Background: an optimization exercise with open tools, aiming at small area, a short achievable clock period and few clock cycles per item. Do not read the settings as production practice. The RTL was checked by simulation tests, not by an equivalence proof against the original design. No activity file was given, so power comes from the tool's default toggle rates.

Design rpe_m31, start of the top module:
module rpe_m31 (
    input  wire        clk,
    input  wire        rst,
    input  wire        in_valid,
    output wire        in_ready,
    input  wire [30:0] in_x0,
    input  wire [30:0] in_x1,
    input  wire [30:0] in_x2,
    output wire        out_valid,
    input  wire        out_ready,
    output wire [30:0] out_x0,
    output wire [30:0] out_x1,
    output wire [30:0] out_x2
);
    localparam [3:0] LAST_ROUND = 4'd13;
    localparam [5:0] LAST_OP    = 6'd47;
    reg         idle;        
    reg         done;        
    wire        run = ~idle & ~done;
    reg  [1:0]  c_slot;
    reg  [5:0]  c_op;        
    reg  [3:0]  c_round;
    reg         c_pro;       
    reg         c_fin;       
    reg         k_aconst;    
    reg         k_brd, k_bx0, k_bx1, k_bx2, k_bx3;    
    reg         k_crc, k_crd;                       
    reg         k_wx, k_wx3;                        
    reg         k_last;
    reg  [1:0]  k_row;       
    reg  [1:0]  k_off;       
    reg  [3:0]  k_round;
    reg         k_half;
  ...
export LEC_CHECK = 0
export CAP_MARGIN = 20
export CORE_MARGIN = 2
export CORE_UTILIZATION = 40
export PLACE_DENSITY = 0.6
export SLEW_MARGIN = 20
create_clock -name core_clock -period 25.0 [get_ports {clk}]
standard.sh (not shown) runs the stock make flow with config.mk's settings and CLKGATE_MAP_FILE= SYNTH_SCRIPT=/design/flow/synth_recipe.tcl, a recipe that flattens the netlist after the stock synthesis.
==> flow/flow/run.sh <==
#!/bin/bash
# The standard layout (the standard.sh: ORFS with the standard synthesis),
# with timing repair asked to leave more setup slack than the 25 ns clock needs,
# so that it also works on paths that are fine at 25 ns but set the achieved
# period. The clock, the constraints and every other step stay as they are.
set -o pipefail
bash standard.sh SETUP_SLACK_MARGIN=19.0 finish > standard_flow.log 2>&1
Testbench counts at the start, summed over its fixed seeds: cycles 129,536, items 64.
Change:
==> flow/run.sh (new file) <==
#!/bin/bash
# synth_recipe.tcl (not shown) runs the flow's synth.tcl, then flattens the netlist and writes it again
# the make line also repeats each setting of config.mk as NAME=value (left out here)
make -C /OpenROAD-flow-scripts/flow DESIGN_CONFIG=/design/flow/config.mk WORK_HOME=/design/flow/orfs CLKGATE_MAP_FILE= SYNTH_SCRIPT=/design/flow/synth_recipe.tcl finish
removed: flow/flow/run.sh
removed: flow/standard.sh
After rerunning: Total power goes down by 0.78%. Via count goes down by 2.6%. Sequential share of layout area goes up by 0.54 points. Global-route usage goes down by 0.38 points. Final area goes down by 2.7%. Core utilization goes down by 1.3 points. Worst setup slack degrades by 0.65 ns. First-iteration DRC count goes down by 3.2%. Routed wire length goes down by 3.3%.

========
Another version of the RTL of rpe_m31 (not shown whole).
Size: about 4000 cells after synthesis, ~190 I/O pins.
clock: 25.0 ns
lec_check: 0
cap_margin: 20
core_margin: 2
core_utilization: 40
place_density: 0.6
slew_margin: 20
==> flow/flow/run.sh <==
#!/bin/bash
# The standard layout (the standard.sh: ORFS with the standard synthesis),
# with two changes to how it is made:
#  - timing repair is asked to leave more setup slack than the 25 ns clock
#    needs, so that it also works on the paths that set the achieved period;
#  - the port buffers that every input and output gets start as buf_1 cells
#    (timing repair upsizes the ones on critical paths).
# The clock, the constraints and every other step stay as they are.
set -o pipefail
bash standard.sh SETUP_SLACK_MARGIN=18.9 \
  "BUFFER_PORTS_ARGS=-buffer_cell sky130_fd_sc_hd__buf_1" \
  finish > standard_flow.log 2>&1
Testbench counts at the start, summed over its fixed seeds: cycles 129,536, items 64.
Change:
CORE_UTILIZATION = 60   (was 40)
PLACE_DENSITY = 0.75   (was 0.6)
=> Power is lower by 0.38%. Wire length decreases by 1.7%. Die area drops by 33%. Global-route usage grows by 15 points. Utilization grows by 22 points. Via count goes up by 4.0%.
Change:
==> flow/flow/run.sh (replaced) <==
#!/bin/bash
# The standard layout (the standard.sh: ORFS with the standard synthesis),
# with timing repair asked to leave more setup slack than the 25 ns clock needs,
# so that it also works on paths that are fine at 25 ns but set the achieved
# period. The clock, the constraints and every other step stay as they are.
set -o pipefail
bash standard.sh SETUP_SLACK_MARGIN=19.1 finish > standard_flow.log 2>&1
CORE_UTILIZATION = 40   (was 60)
PLACE_DENSITY = 0.6   (was 0.75)
What happened:
- utilization shrinks by 20 points
- maximum frequency grows by 3.4%
- count of clock-buffer cells in the layout grows by 3

==> static timing again, ports no longer ideal <==
The flow's constraints put no driver on any port. The routed layouts listed below were extracted and timed again, unchanged, in two steps.
Step 1: set_driving_cell puts a clkbuf_16 on clk and a buf_2 on each other input, an assumption about the parent block.
Step 2 also shifts input and output timing later by t, the mid clock arrival at the registers, as if the neighbouring blocks saw the same clock.
Slacks: ideal ports / drivers / drivers and shift; pairs: ideal ports / drivers.
run | t, ns | setup slack, ns | worst hold slack (ns) | worst setup path at the end | cell pins on the clock port's net
the first run of note 1 | 0.688 | 18.739 / 18.667 / 18.955 | 0.312 / 0.312 / 0.312 | input to register | 1
the second run of note 1 | 0.682 | 18.092 / 18.019 / 18.388 | 0.308 / 0.308 / 0.308 | register to register | 1
the first run of note 2 | 0.663 | 18.900 / 18.832 / 19.052 | 0.312 / 0.312 / 0.312 | register to register | 1
the second run of note 2 | 0.664 | 18.688 / 18.688 / 18.688 | 0.290 / 0.290 / 0.290 | register to register | 1
the third run of note 2 | 0.661 | 18.898 / 18.834 / 18.984 | 0.308 / 0.308 / 0.308 | input to register | 1
After both steps setup and hold are still met in every run listed.
